From an optimization exercise on the open Yosys and OpenROAD flow, aimed at small area; shortcuts taken in it are not production practice.
In this exercise RTL edits were held to simulation tests only and were not proved equivalent to the original.
No activity file was given, so power comes from the tool's default toggle rates.

<file path="design/flow/run.sh">
#!/bin/bash
# synth_recipe.tcl (not shown) runs the flow's synth.tcl, then flattens the netlist and writes it again
# the make line also repeats each setting of config.mk as NAME=value (left out here)
make -C /OpenROAD-flow-scripts/flow DESIGN_CONFIG=/design/flow/config.mk WORK_HOME=/design/flow/orfs CLKGATE_MAP_FILE= SYNTH_SCRIPT=/design/flow/synth_recipe.tcl finish
</file>
<file path="design/flow/config.mk">
export PLATFORM = sky130hd
export DESIGN_NAME = copycat_core
export DESIGN_NICKNAME = copycat_core
export VERILOG_FILES = /design/flow/design.v
export SDC_FILE = /design/flow/constraint.sdc
export NUM_CORES = 4
export LEC_CHECK = 0
export CAP_MARGIN = 20
export CORE_MARGIN = 2
export CORE_UTILIZATION = 40
export SLEW_MARGIN = 20
</file>
<file path="design/flow/constraint.sdc">
create_clock -name core_clock -period 10.0 [get_ports {clk}]
set_input_delay 2.0000 -clock core_clock [delete_from_list [all_inputs] [get_ports {clk}]]
set_output_delay 2.0000 -clock core_clock [all_outputs]
set_load 0.01 [all_outputs]
</file>
<file path="design/flow/design.v">
module copycat_core (
    input  wire       clk,
    input  wire       rst,         
    input  wire [2:0] in_raw,      
    output reg        out_sig,
    output reg        out_stat,
    output reg  [7:0] nvm_addr,
    output reg  [7:0] nvm_wdata,
    input  wire [7:0] nvm_rdata,
    output wire       nvm_rd,
    output wire       nvm_wr,
    input  wire       nvm_ready,
    output wire       wdt_kick
);
    localparam TICK_CNT_W     = 4;
    localparam [TICK_CNT_W-1:0] TICK_LAST = 4'd15;    
    localparam HOLD_THRESHOLD = 16'd1000;
    localparam BLINK_PERIOD   = 8'd11;
    localparam MAX_LEN        = 8'd255;
    localparam [5:0] CTL_TICK       = 6'h00;
    localparam [5:0] CTL_TRIG       = 6'h01;
    localparam [5:0] REC_ARM        = 6'h10;
    localparam [5:0] REC_WAIT_REL   = 6'h11;
    localparam [5:0] REC_WAIT_PRESS = 6'h12;
    localparam [5:0] REC_SYNC       = 6'h13;
    localparam [5:0] REC_CHECK      = 6'h14;
    localparam [5:0] REC_BIT        = 6'h15;
    localparam [5:0] REC_WRITE      = 6'h16;
    localparam [5:0] REC_FINAL      = 6'h17;
    localparam [5:0] REC_DONE       = 6'h18;
    localparam [5:0] PB_CLEAR       = 6'h20;
    localparam [5:0] PB_LEN         = 6'h21;
    localparam [5:0] PB_SYNC        = 6'h22;
    localparam [5:0] PB_LOAD        = 6'h23;
    localparam [5:0] PB_BIT         = 6'h24;
    localparam [5:0] PB_DONE        = 6'h25;
    reg [TICK_CNT_W-1:0] tick_cnt;
    reg [2:0]  prev_raw;
    reg [2:0]  deb;           
    reg        tick_flag;
    reg [5:0]  phase;
    reg [15:0] hold_counter;
    reg [7:0]  led_count;
    reg [7:0]  shreg;
    reg [2:0]  bitcnt;
    reg [7:0]  len;
    reg [7:0]  idx;
    wire d_prog = deb[0];
    wire d_act  = deb[1];
    wire d_trig = deb[2];
    assign nvm_rd   = (phase == PB_LEN) || (phase == PB_LOAD);
    assign nvm_wr   = (phase == REC_WRITE) || (phase == REC_FINAL);
    assign wdt_kick = (phase == CTL_TICK) || (phase == REC_WAIT_REL) ||
                      (phase == REC_WAIT_PRESS) || (phase == REC_BIT) ||
                      (phase == PB_BIT);
    always @(*) begin
        nvm_addr  = 8'd0;
        nvm_wdata = 8'd0;
        case (phase)
            PB_LOAD:   nvm_addr = idx;
            REC_WRITE: begin
                nvm_addr  = len + 8'd1;
                nvm_wdata = shreg;
            end
            REC_FINAL: nvm_wdata = len;
            default: ;
        endcase
    end
    wire tick = (tick_cnt == TICK_LAST);
    wire restart_tick = (phase == REC_SYNC) || (phase == PB_SYNC);
    always @(posedge clk) begin
        if (rst) begin
            tick_cnt <= 0;
            prev_raw <= 3'b111;
            deb      <= 3'b000;
        end else begin
            if (tick || restart_tick)
                tick_cnt <= 0;
            else
                tick_cnt <= tick_cnt + 1'b1;
            if (tick) begin
                deb      <= ~(in_raw | prev_raw);
                prev_raw <= in_raw;
            end
        end
    end
    reg        consume;     
    wire [7:0]  led_next  = led_count + 8'd1;
    wire [15:0] hold_next = hold_counter + 16'd1;
    always @(posedge clk) begin
        if (rst) begin
            phase        <= CTL_TICK;
            hold_counter <= 16'd0;
            led_count    <= 8'd0;
            shreg        <= 8'd0;
            bitcnt       <= 3'd0;
            len          <= 8'd0;
            idx          <= 8'd0;
            out_sig      <= 1'b0;
            out_stat     <= 1'b0;
        end else begin
            case (phase)
                CTL_TICK: begin
                    phase <= CTL_TRIG;
                    if (tick_flag) begin
                        if (led_next == BLINK_PERIOD) begin
                            out_stat  <= ~out_stat;
                            led_count <= 8'd0;
                        end else begin
                            led_count <= led_next;
                        end
                        if (d_prog) begin
                            if (hold_next == HOLD_THRESHOLD) begin
                                hold_counter <= 16'd0;
                                phase        <= REC_ARM;
                            end else begin
                                hold_counter <= hold_next;
                            end
                        end else begin
                            hold_counter <= 16'd0;
                        end
                    end
                end
                CTL_TRIG: begin
                    if (d_act || d_trig)
                        phase <= PB_CLEAR;
                    else
                        phase <= CTL_TICK;
                end
                REC_ARM: begin
                    out_sig  <= 1'b0;
                    out_stat <= 1'b1;
                    phase    <= REC_WAIT_REL;
                end
                REC_WAIT_REL: begin
                    if (!d_prog)
                        phase <= REC_WAIT_PRESS;
                end
                REC_WAIT_PRESS: begin
                    if (d_prog)
                        phase <= REC_SYNC;
                end
                REC_SYNC: begin
                    len   <= 8'd0;
                    phase <= REC_CHECK;
                end
                REC_CHECK: begin
                    if (d_prog && (len != MAX_LEN)) begin
                        shreg  <= 8'd0;
                        bitcnt <= 3'd0;
                        phase  <= REC_BIT;
                    end else begin
                        phase  <= REC_FINAL;
                    end
                end
                REC_BIT: begin
                    if (tick_flag) begin
                        out_sig  <= d_act;
                        out_stat <= d_act;
                        shreg    <= {shreg[6:0], d_act};
                        if (bitcnt == 3'd7) begin
                            bitcnt <= 3'd0;
                            phase  <= REC_WRITE;
                        end else begin
                            bitcnt <= bitcnt + 3'd1;
                        end
                    end
                end
                REC_WRITE: begin
                    if (nvm_ready) begin
                        len   <= len + 8'd1;
                        phase <= REC_CHECK;
                    end
                end
                REC_FINAL: begin
                    if (nvm_ready)
                        phase <= REC_DONE;
                end
                REC_DONE: begin
                    out_sig  <= 1'b0;
                    out_stat <= 1'b0;
                    phase    <= CTL_TRIG;
                end
                PB_CLEAR: begin
                    out_sig  <= 1'b0;
                    out_stat <= 1'b0;
                    phase    <= PB_LEN;
                end
                PB_LEN: begin
                    if (nvm_ready) begin
                        len <= nvm_rdata;
                        if (nvm_rdata == 8'd0)
                            phase <= CTL_TICK;
                        else
                            phase <= PB_SYNC;
                    end
                end
                PB_SYNC: begin
                    idx   <= 8'd1;
                    phase <= PB_LOAD;
                end
                PB_LOAD: begin
                    if (nvm_ready) begin
                        shreg  <= nvm_rdata;
                        bitcnt <= 3'd0;
                        phase  <= PB_BIT;
                    end
                end
                PB_BIT: begin
                    if (tick_flag) begin
                        out_sig  <= shreg[7];
                        out_stat <= shreg[7];
                        shreg    <= {shreg[6:0], 1'b0};
                        if (bitcnt == 3'd7) begin
                            bitcnt <= 3'd0;
                            if (idx == len) begin
                                phase <= PB_DONE;
                            end else begin
                                idx   <= idx + 8'd1;
                                phase <= PB_LOAD;
                            end
                        end else begin
                            bitcnt <= bitcnt + 3'd1;
                        end
                    end
                end
                PB_DONE: begin
                    out_sig  <= 1'b0;
                    out_stat <= 1'b0;
                    phase    <= CTL_TICK;
                end
                default: phase <= CTL_TICK;
            endcase
        end
    end
    always @(*) begin
        consume = tick_flag &&
                  ((phase == CTL_TICK) || (phase == REC_BIT) || (phase == PB_BIT));
    end
    always @(posedge clk) begin
        if (rst)
            tick_flag <= 1'b0;
        else if (tick)
            tick_flag <= 1'b1;
        else if (consume)
            tick_flag <= 1'b0;
    end
endmodule
</file>
==> out/metrics.yaml <==
synth_top_cell_area_share_pct: 31.4
fin_crit_ns: 4.80
cts_tree: "yes"
num_rows: 38
endpoint: "nvm_addr[3]"
cts_buffers: 9
relSlewSlack_pct: 46.7
grt_pass1_vias: 3783
synthArstFlopShare_pct: 0
design.die.area_um2: 12000
arrival_ns: 2.80
worstMarginPinSlew_ns: 0.796
final_area_um2: 5020
fin_skew_ns: 0.0173
holdCritPathClass: "reg2reg"
overflow: 0
pin_count: 35
leakage_nw: 1.61
place_ws_ns: 5.62
max_freq_ghz: 0.208
rsz0062_at_grt: "false"
num_vias: 4148
timing.rr.start: "phase[2]"
ant_nets: 0
r2r_slack_ns: 7.25
report.final.slew_viol_count: 0
routed_via_density: 5.79
io_buffer_count: 34
synth.distinct_cells: 74
clk_pin_slew_ns: 0.08
place_area_um2: 4810
status: "timing/DRC/antenna clean"
rr_endpoint: "bitcnt[0]"
clock-sinks: 70
post_cts_buffers: 0
grtUsageTotal_pct: 20.4
postCtsHoldBufs: 0
die_width_um: 110
h-tree-depth: 3
syn_inst: 566
core_um2: 10800
worstSkewPairLatency_ns: 0.37
hpwl_um: 8080
wirelength_um: 11500
n_antenna_cell: 0
layout_setup_ws_ns: 5.20
avgSynthCellArea_um2: 7.88
worst_r2r_path_depth: 7
fp.dieH_um: 110
drt_iter0_drc: 321
place_inst: 701
yosysTopAreaCell: "dfxtp_1"
clock_path_buffers: 2
synthFlopType: "dfxtp_1"
clockRootBuffer: "clkbuf_8"
worstSetupPathType: "reg2out"
syn_to_final_growth_pct: 12.5
fin_nets: 594
netlist_area_um2: 4460
grt_max_degree: 63
worst_setup_path_end_kind: "output port"
postLayoutCoreUtil_pct: 46.3
seq_area_frac_synth_pct: 31.4
drtPass1Iterations: 5
syn-num-nets: 588
antenna_found_initial: 0
initial_core_util_pct: 41.1
cp-startpoint: "phase[4]"
place_congestion: 0.899
whs_path_depth: 1
synth-edff-count: 0
tns_ns: 0
ys_warn_count: 1
hold_viol: 0
setup_viol: 0
drc: 0
cp-start-kind: "flip-flop"
synth_area_leaders: "dfxtp_1, nor2_1, xnor2_1"
grt_pass1_wl_um: 19100
post-route-period-util_pct: 48.0
critPathRequiredTime_ns: 8.00
wire_per_inst_um: 16.0
maxCapViolCount: 0
ctsResizeCount: 0
drive_gt1_share_pct: 7.28
fin_cells: 717
peakVddDrop_mv: 0.0819
ys_ff_latch: 70
worst-path-max-fanout: 12
power_density_nw_per_um2: 109
registers in the layout, indices dropped and copies added, names as in the netlist, 4 cells and up:
register and cells:
led_count 8, shreg 8, phase 6, hold_counter 16, idx 8, len 8, tick_cnt 4
through the flow:
stage	total power [W]	hold slack (ns)
after detailed placement	0.000312	0.450
after floorplan	0.000301	0.418
after CTS	0.000556	0.460
final	0.000549	0.458
after global routing	0.000574	0.484
after global placement	0.000312	0.431
how the worst min path moves through the flow:
stage / startpoint / endpoint / slack, ns
after floorplan: tick_cnt[0] / tick_cnt[0] / 0.42
after global placement: tick_cnt[0] / tick_cnt[0] / 0.43
after detailed placement: tick_cnt[0] / tick_cnt[0] / 0.45
after CTS: tick_cnt[0] / tick_cnt[0] / 0.46
after global routing: prev_raw[2] / prev_raw[2] / 0.48
final: tick_cnt[0] / tick_cnt[0] / 0.46
cell usage after synthesis (3+ instances only):
master	count
nor2_1	74
dfxtp_1	70
nand2_1	46
a21oi_1	30
nand3_1	27
nor3_1	26
clkbuf_1	25
xnor2_1	25
o21ai_0	21
a22oi_1	17
inv_1	13
nand4_1	13
buf_2	12
xor2_1	12
a211oi_1	10
a22o_1	10
and2_1	8
ha_1	8
mux2i_1	8
nor4_1	6
a21boi_0	5
o211ai_1	5
a2bb2oi_1	4
and3_1	4
and3b_1	4
buf_4	4
nand2b_1	4
nor2b_1	4
o31ai_1	4
or3_1	4
a211o_1	3
a21o_1	3
a32o_1	3
nor3b_1	3
o21a_1	3
layout make-up:
class | instances | area (um^2)
multi-input cells | 440 | 2820
clock buffers | 11 | 151
clock inverters | 5 | 57.6
fillers | 1104 | 5820
well taps | 140 | 175
flip-flops and latches | 70 | 1400
inverters | 13 | 48.8
repair buffers | 38 | 365
power by group:
part	internal [W]	total (W)	switching, W	leakage, nW
Sequential	0.000280	0.000283	0.00000268	0.565
Clock	0.000128	0.000243	0.000115	0.0976
Combinational	0.0000102	0.0000230	0.0000128	0.951
Total	0.000419	0.000549	0.000130	1.61
worst max-delay path, stage by stage, from the launching register on:
cell and delay, ns:
dfxtp_1 0.62, and2b_1 0.42, and3b_2 0.31, nand2_1 0.24, nor2_1 0.21, a21o_1 0.10, clkdlybuf4s50_1 0.53
logic make-up (layout without fill, tap and decap cells):
group | after synthesis | in the layout | share of synthesized area, %
AND/OR/NAND/NOR | 243 | 243 | 27.7
flip-flops | 70 | 70 | 31.4
multiplexers | 9 | 9 | 2.05
XOR/XNOR | 37 | 37 | 7.27
adder cells (fa/ha/maj) | 8 | 8 | 2.24
buffers and inverters | 56 | 67 | 5.41
AO/OA/AOI/OAI | 143 | 143 | 23.9
layer usage:
metal | vias to the layer above | share of wire, % | global-route usage, %
met2 | 88 | 45 | 30.6
met3 | 16 | 4.4 | 5.93
met5 | - | 0 | 0
met1 | 1975 | 49 | 27.9
li1 | 2069 | - | -
met4 | 0 | 1.9 | 7.05
placed cells by master, fill, tap and decap left out, types with 17 or more instances in the layout:
| master | n |
|---|---|
| nor3_1 | 26 |
| nand2_1 | 46 |
| clkdlybuf4s50_1 | 33 |
| o21ai_0 | 21 |
| dfxtp_1 | 70 |
| xnor2_1 | 25 |
| a21oi_1 | 30 |
| a22oi_1 | 17 |
| nand3_1 | 27 |
| nor2_1 | 74 |

==> separate check: timing with driven ports <==
The results above use ideal ports. As a check the final layout listed here was re-extracted and re-timed, cells and wires unchanged.
Step 1, drivers: a clkbuf_16 drives clk and a buf_2 each remaining input, both assumed.
Step 2, shift: input delay + t, output delay - t, t = (earliest + latest rising clock arrival at the registers) / 2. This alone moves slack from input paths to output paths.
a / b / c = ideal / step 1 / step 2; a / b = the first two.
t (ns): 0.398
slack for setup (ns): 5.197 / 5.161 / 5.559
worst data-port slew with drivers (ns): 0.04
cell pins on the clock port's net: 1
After both steps setup and hold are still met in this run. For this run, drivers alone change the setup slack by -0.036 ns; drivers and shift together by +0.362 ns.
